Source: an optimization exercise on an open RTL-to-GDS flow (aim: small area). Production flows keep margins and buffers that such runs may drop.
The RTL was checked by simulation tests, not by an equivalence proof against the original design.
Power figures rest on the tool's default switching activity, not on a simulated workload.

## msf60_core
module msf60_core (
    input  wire        clk,
    input  wire        rst,           
    input  wire        cmd_valid,
    output wire        cmd_ready,
    input  wire [63:0] cmd_word,
    output wire        rsp_valid,
    output wire [31:0] rsp_data,
    output wire        acc_valid,
    input  wire        acc_ready,
    output wire [3:0]  acc_kind,
    output wire [8:0]  acc_value,
    output wire        acc_is_valid,
    output wire        acc_track,
    input  wire        acc_answer
);
    localparam [31:0] K_A0     = 32'd150_000;
    localparam [31:0] K_AA     = 32'd250_000;
    localparam [31:0] K_AB     = 32'd350_000;
    localparam [31:0] K_MIN    = 32'd550_000;
    localparam [31:0] K_RUN    = 32'd1_500_000;
    localparam [31:0] K_P450   = 32'd450_000;
    localparam [31:0] K_PMIN   = 32'd650_000;
    localparam [31:0] K_SPIKE0 = 32'd30_000;
    localparam [4:0] S_CLR  = 5'd0;    
    localparam [4:0] S_IDLE = 5'd1;
    localparam [4:0] S_EA   = 5'd2;    
    localparam [4:0] S_EB   = 5'd3;    
    localparam [4:0] S_EW   = 5'd4;    
    localparam [4:0] S_SA   = 5'd5;    
    localparam [4:0] S_SB   = 5'd6;    
    localparam [4:0] S_M1   = 5'd7;    
    localparam [4:0] S_M2   = 5'd8;    
    localparam [4:0] S_P    = 5'd9;    
    localparam [4:0] S_CALL = 5'd10;   
    localparam [4:0] S_FW   = 5'd11;   
    localparam [4:0] S_FC   = 5'd12;   
    localparam [4:0] S_PRE  = 5'd13;   
    localparam [4:0] S_RSP  = 5'd14;   
    localparam [4:0] S_RV   = 5'd15;   
    localparam [4:0] S_RB   = 5'd16;   
    localparam [3:0] T_ZERO = 4'd0;
    localparam [3:0] T_EDGE = 4'd1;
  ...
Settings: LEC_CHECK=0, ABC_AREA=1, CAP_MARGIN=20, CORE_MARGIN=2, CORE_UTILIZATION=60, CTS_BUF_LIST=sky130_fd_sc_hd__clkbuf_8, CTS_CLUSTER_DIAMETER=80, CTS_CLUSTER_SIZE=16, PLACE_DENSITY=0.75, SLEW_MARGIN=20; clock period 15.0 ns.
standard.sh (not shown) runs the stock make flow with config.mk's settings and CLKGATE_MAP_FILE= SYNTH_SCRIPT=/design/flow/synth_recipe.tcl, a recipe that flattens the netlist after the stock synthesis.
==> flow/flow/run.sh <==
#!/bin/bash
# Standard layout, with the port buffers that buffer_ports inserts made the
# smallest buffer of the library instead of clkdlybuf4s50_1.
set -euo pipefail
export BUFFER_PORTS_ARGS="-buffer_cell sky130_fd_sc_hd__buf_1"
bash standard.sh > standard.log 2>&1
The first run completed without violations.
Change:
==> flow/flow/run.sh (replaced) <==
#!/bin/bash
# The standard layout (standard.sh), with two changes:
# - synthesis maps with an area-only ABC script and leaves adders to ABC
#   (flow/synth_wrap.tcl, which sources synth_recipe.tcl unchanged otherwise);
# - the port buffers that buffer_ports inserts are the library's smallest
#   buffer, sky130_fd_sc_hd__buf_1.
# Make's output goes to standard.log; ORFS keeps each step's log under orfs/logs.
set -euo pipefail
here=$(cd "$(dirname "${BASH_SOURCE[0]}")" && pwd)
export FLOW_SYNTH_TCL="$PWD/synth_recipe.tcl"
export BUFFER_PORTS_ARGS="-buffer_cell sky130_fd_sc_hd__buf_1"
bash standard.sh SYNTH_SCRIPT="$here/synth_wrap.tcl" finish > standard.log 2>&1
==> flow/flow/abc_min_area.script (new file) <==
strash
&get -n
&st
&dch
&nf -a -R 1000
&put
mfs2
strash
&get -n
&st
&dch
&nf -a -R 1000
&put
mfs2
strash
&get -n
&st
&dch
&nf -a -R 1000
&put
mfs2
strash
&get -n
&st
&dch
&nf -a -R 1000
&put
mfs2
strash
&get -n
&st
&dch
&nf -a -R 1000
&put
topo
==> flow/flow/synth_wrap.tcl (new file) <==
# Runs the standard flow's synthesis script (synth_recipe.tcl) unchanged, except that the
# technology mapping call of ORFS's synth.tcl uses an area-only ABC script.
set ::flow_abc_script [file normalize [file join [file dirname [info script]] abc_min_area.script]]

proc abc {args} {
  set i [lsearch -exact $args -script]
  if { $i >= 0 && [regexp {abc_(area|speed)\.script$} [lindex $args [expr {$i + 1}]]] } {
    lset args [expr {$i + 1}] $::flow_abc_script
    puts "flow: mapping with $::flow_abc_script"
  }
  yosys abc {*}$args
}
# Leave adders to ABC rather than mapping them to the fa/ha cells first.
set ::env(ADDER_MAP_FILE) ""
source $::env(FLOW_SYNTH_TCL)
Outcome: Routed wire length goes down by 18%. Via count decreases by 18%. Design area goes down by 9.2%. Sequential share of layout area rose by 5.6 points. Final cell count drops by 23%. Clock power came out lower by about 2%. Global-route usage goes down by 2.6 points. Critical path depth is lower by 3. Count of clock-buffer cells in the layout drops by 1. Clock skew barely changes. Die area came out lower by 10%.
Change:
==> flow/flow/run.sh (replaced) <==
#!/bin/bash
# Standard layout, with the port buffers that buffer_ports inserts made the
# smallest buffer of the library instead of clkdlybuf4s50_1.
set -euo pipefail
export BUFFER_PORTS_ARGS="-buffer_cell sky130_fd_sc_hd__buf_1"
bash standard.sh > standard.log 2>&1
Settings changed: CORE_UTILIZATION 60 to 70, CTS_CLUSTER_DIAMETER 80 to 60, CTS_CLUSTER_SIZE 16 to 14, PLACE_DENSITY 0.75 to 0.8.
removed: flow/flow/abc_min_area.script
removed: flow/flow/synth_wrap.tcl
The changed run finished with timing, DRC and antenna clean. Via count is higher by about 30%. Routed wire length is higher by about 44%. Total power is higher by about 8%.

## oak
msf60_core, a different RTL version from the one above (not shown whole).
Size in the first run: roughly 1000 cells after synthesis, ~0.012 mm^2 of cells after synthesis.
==> flow/config.mk <==
export PLATFORM = sky130hd
export DESIGN_NAME = msf60_core
export DESIGN_NICKNAME = msf60_core
export VERILOG_FILES = /design/flow/design.v
export SDC_FILE = /design/flow/constraint.sdc
export NUM_CORES = 4
export LEC_CHECK = 0
export ABC_AREA = 1
export CAP_MARGIN = 20
export CORE_MARGIN = 2
export CORE_UTILIZATION = 60
export CTS_BUF_LIST = sky130_fd_sc_hd__clkbuf_8
export CTS_CLUSTER_DIAMETER = 80
export CTS_CLUSTER_SIZE = 16
export PLACE_DENSITY = 0.75
export SLEW_MARGIN = 20
==> flow/constraint.sdc <==
create_clock -name core_clock -period 15.0 [get_ports {clk}]
set_input_delay 3.0000 -clock core_clock [delete_from_list [all_inputs] [get_ports {clk}]]
set_output_delay 3.0000 -clock core_clock [all_outputs]
set_load 0.01 [all_outputs]
==> flow/flow/run.sh <==
#!/bin/bash
# The standard layout (standard.sh), with two changes:
# - synthesis maps with an area-only ABC script and leaves adders to ABC
#   (flow/synth_wrap.tcl, which sources synth_recipe.tcl unchanged otherwise);
# - the port buffers that buffer_ports inserts are the library's smallest
#   buffer, sky130_fd_sc_hd__buf_1.
# Make's output goes to standard.log; ORFS keeps each step's log under orfs/logs.
set -euo pipefail
here=$(cd "$(dirname "${BASH_SOURCE[0]}")" && pwd)
export FLOW_SYNTH_TCL="$PWD/synth_recipe.tcl"
export BUFFER_PORTS_ARGS="-buffer_cell sky130_fd_sc_hd__buf_1"
bash standard.sh SYNTH_SCRIPT="$here/synth_wrap.tcl" finish > standard.log 2>&1
==> flow/flow/abc_min_area.script <==
strash
&get -n
&st
&dch
&nf -a -R 1000
&put
mfs2
strash
&get -n
&st
&dch
&nf -a -R 1000
&put
mfs2
strash
&get -n
&st
&dch
&nf -a -R 1000
&put
mfs2
strash
&get -n
&st
&dch
&nf -a -R 1000
&put
mfs2
strash
&get -n
&st
&dch
&nf -a -R 1000
&put
mfs2
strash
&get -n
&st
&dch
&nf -a -R 1000
&put
mfs2
strash
&get -n
&st
&dch
&nf -a -R 1000
&put
mfs2
strash
&get -n
&st
&dch
&nf -a -R 1000
&put
mfs2
strash
&get -n
&st
&dch
&nf -a -R 1000
&put
mfs2
strash
&get -n
&st
&dch
&nf -a -R 1000
&put
mfs2
strash
&get -n
&st
&dch
&nf -a -R 1000
&put
mfs2
strash
&get -n
&st
&dch
&nf -a -R 1000
&put
mfs2
strash
&get -n
&st
&dch
&nf -a -R 1000
&put
mfs2
strash
&get -n
&st
&dch
&nf -a -R 1000
&put
mfs2
strash
&get -n
&st
&dch
&nf -a -R 1000
&put
mfs2
strash
&get -n
&st
&dch
&nf -a -R 1000
&put
mfs2
strash
&get -n
&st
&dch
&nf -a -R 1000
&put
mfs2
strash
&get -n
&st
&dch
&nf -a -R 1000
&put
mfs2
strash
&get -n
&st
&dch
&nf -a -R 1000
&put
mfs2
strash
&get -n
&st
&dch
&nf -a -R 1000
&put
mfs2
strash
&get -n
&st
&dch
&nf -a -R 1000
&put
topo
==> flow/flow/synth_wrap.tcl <==
# Runs the standard flow's synthesis script (synth_recipe.tcl) unchanged, except that the
# technology mapping call of ORFS's synth.tcl uses an area-only ABC script.
set ::flow_abc_script [file normalize [file join [file dirname [info script]] abc_min_area.script]]

proc abc {args} {
  set i [lsearch -exact $args -script]
  if { $i >= 0 && [regexp {abc_(area|speed)\.script$} [lindex $args [expr {$i + 1}]]] } {
    lset args [expr {$i + 1}] $::flow_abc_script
    puts "flow: mapping with $::flow_abc_script"
  }
  yosys abc {*}$args
}
# Leave adders to ABC rather than mapping them to the fa/ha cells first.
set ::env(ADDER_MAP_FILE) ""
source $::env(FLOW_SYNTH_TCL)
Edits applied to the flow inputs when going from oak to pine:
==> flow/flow/abc_min_area.script <==
strash
&get -n
&st
&dch
&nf -a -R 1000
&put
mfs2
strash
&get -n
&st
&dch
&nf -a -R 1000
&put
mfs2
strash
&get -n
&st
&dch
&nf -a -R 1000
&put
mfs2
strash
&get -n
&st
&dch
&nf -a -R 1000
&put
mfs2
strash
&get -n
&st
&dch
&nf -a -R 1000
&put
topo
[compare] base=oak new=pine: non-clock buffering overhead in the final layout shows a reduction of 0.27 points; design area shows an increase of about 0.9%.
Between oak and pine, the part of the power in combinational logic is lower for oak.
On pine: post-layout instance count excluding filler cells is 77 higher than what oak gave.
Between oak and pine, the flow reports sequential power increasing by a few percent.
Inputs modified between pine and birch:
Settings: CTS_CLUSTER_SIZE now 14, was 16; PLACE_DENSITY now 0.9, was 0.75.
==> flow/flow/abc_min_area.script <==
strash
&get -n
&st
&dch
&nf -a -R 1000
&put
mfs2
strash
&get -n
&st
&dch
&nf -a -R 1000
&put
mfs2
strash
&get -n
&st
&dch
&nf -a -R 1000
&put
mfs2
strash
&get -n
&st
&dch
&nf -a -R 1000
&put
mfs2
strash
&get -n
&st
&dch
&nf -a -R 1000
&put
mfs2
strash
&get -n
&st
&dch
&nf -a -R 1000
&put
mfs2
strash
&get -n
&st
&dch
&nf -a -R 1000
&put
mfs2
strash
&get -n
&st
&dch
&nf -a -R 1000
&put
mfs2
strash
&get -n
&st
&dch
&nf -a -R 1000
&put
mfs2
strash
&get -n
&st
&dch
&nf -a -R 1000
&put
mfs2
strash
&get -n
&st
&dch
&nf -a -R 1000
&put
mfs2
strash
&get -n
&st
&dch
&nf -a -R 1000
&put
mfs2
strash
&get -n
&st
&dch
&nf -a -R 1000
&put
mfs2
strash
&get -n
&st
&dch
&nf -a -R 1000
&put
mfs2
strash
&get -n
&st
&dch
&nf -a -R 1000
&put
mfs2
strash
&get -n
&st
&dch
&nf -a -R 1000
&put
mfs2
strash
&get -n
&st
&dch
&nf -a -R 1000
&put
mfs2
strash
&get -n
&st
&dch
&nf -a -R 1000
&put
mfs2
strash
&get -n
&st
&dch
&nf -a -R 1000
&put
mfs2
strash
&get -n
&st
&dch
&nf -a -R 1000
&put
mfs2
strash
&get -n
&st
&dch
&nf -a -R 1000
&put
topo
Results
The lower met3 global-route usage of birch and pine is in pine.
Share of the core filled with cells on birch is up relative to pine.
Looking at sequential share of layout area, birch sits 0.38 points higher than pine does.
Looking at final instance area, birch sits 83 um^2 lower than pine does.
Row critical path depth: birch lower / pine higher
Between birch and pine, total power is lower for birch, pine comes in above that.
Delta (birch minus pine): vias after detailed routing higher, width of the die lower, number of DRC markers after the initial detailed-route iteration higher, area growth from synthesis to layout higher, clock buffer instance count of the final layout higher.

separate check: timing with driven ports:
No port has a modelled driver above. Below, the same layouts with a new extraction and two added sets of constraints. Step 1 sets driving cells, clkbuf_16 on the clock port and buf_2 on the other inputs (assumed; they add their load-dependent delay and slew). Step 2 adds t to the input delays and takes it off the output delays; t is the mean of the earliest and latest rising clock arrival at the registers after step 1. Input paths then give back, and output paths get back, about the clock's delay inside the block. Three values: ideal ports, drivers, drivers and shift; two values: the first two.
run | t, ns | setup WS [ns] | worst setup path at the end | latest minus earliest clock arrival (ns)
the first run of note 1 | 0.635 | 8.243 / 8.200 / 8.835 | register to output | 0.037 / 0.037
the second run of note 1 | 0.619 | 8.625 / 8.587 / 9.068 | input to register | 0.030 / 0.031
the third run of note 1 | 0.594 | 8.291 / 8.250 / 8.844 | register to output | 0.060 / 0.060
oak | 0.607 | 8.001 / 7.960 / 8.082 | input to register | 0.035 / 0.035
pine | 0.603 | 7.985 / 7.944 / 8.516 | input to register | 0.027 / 0.027
birch | 0.621 | 7.892 / 7.849 / 8.181 | input to register | 0.038 / 0.039
After both steps setup and hold are still met in every run listed.
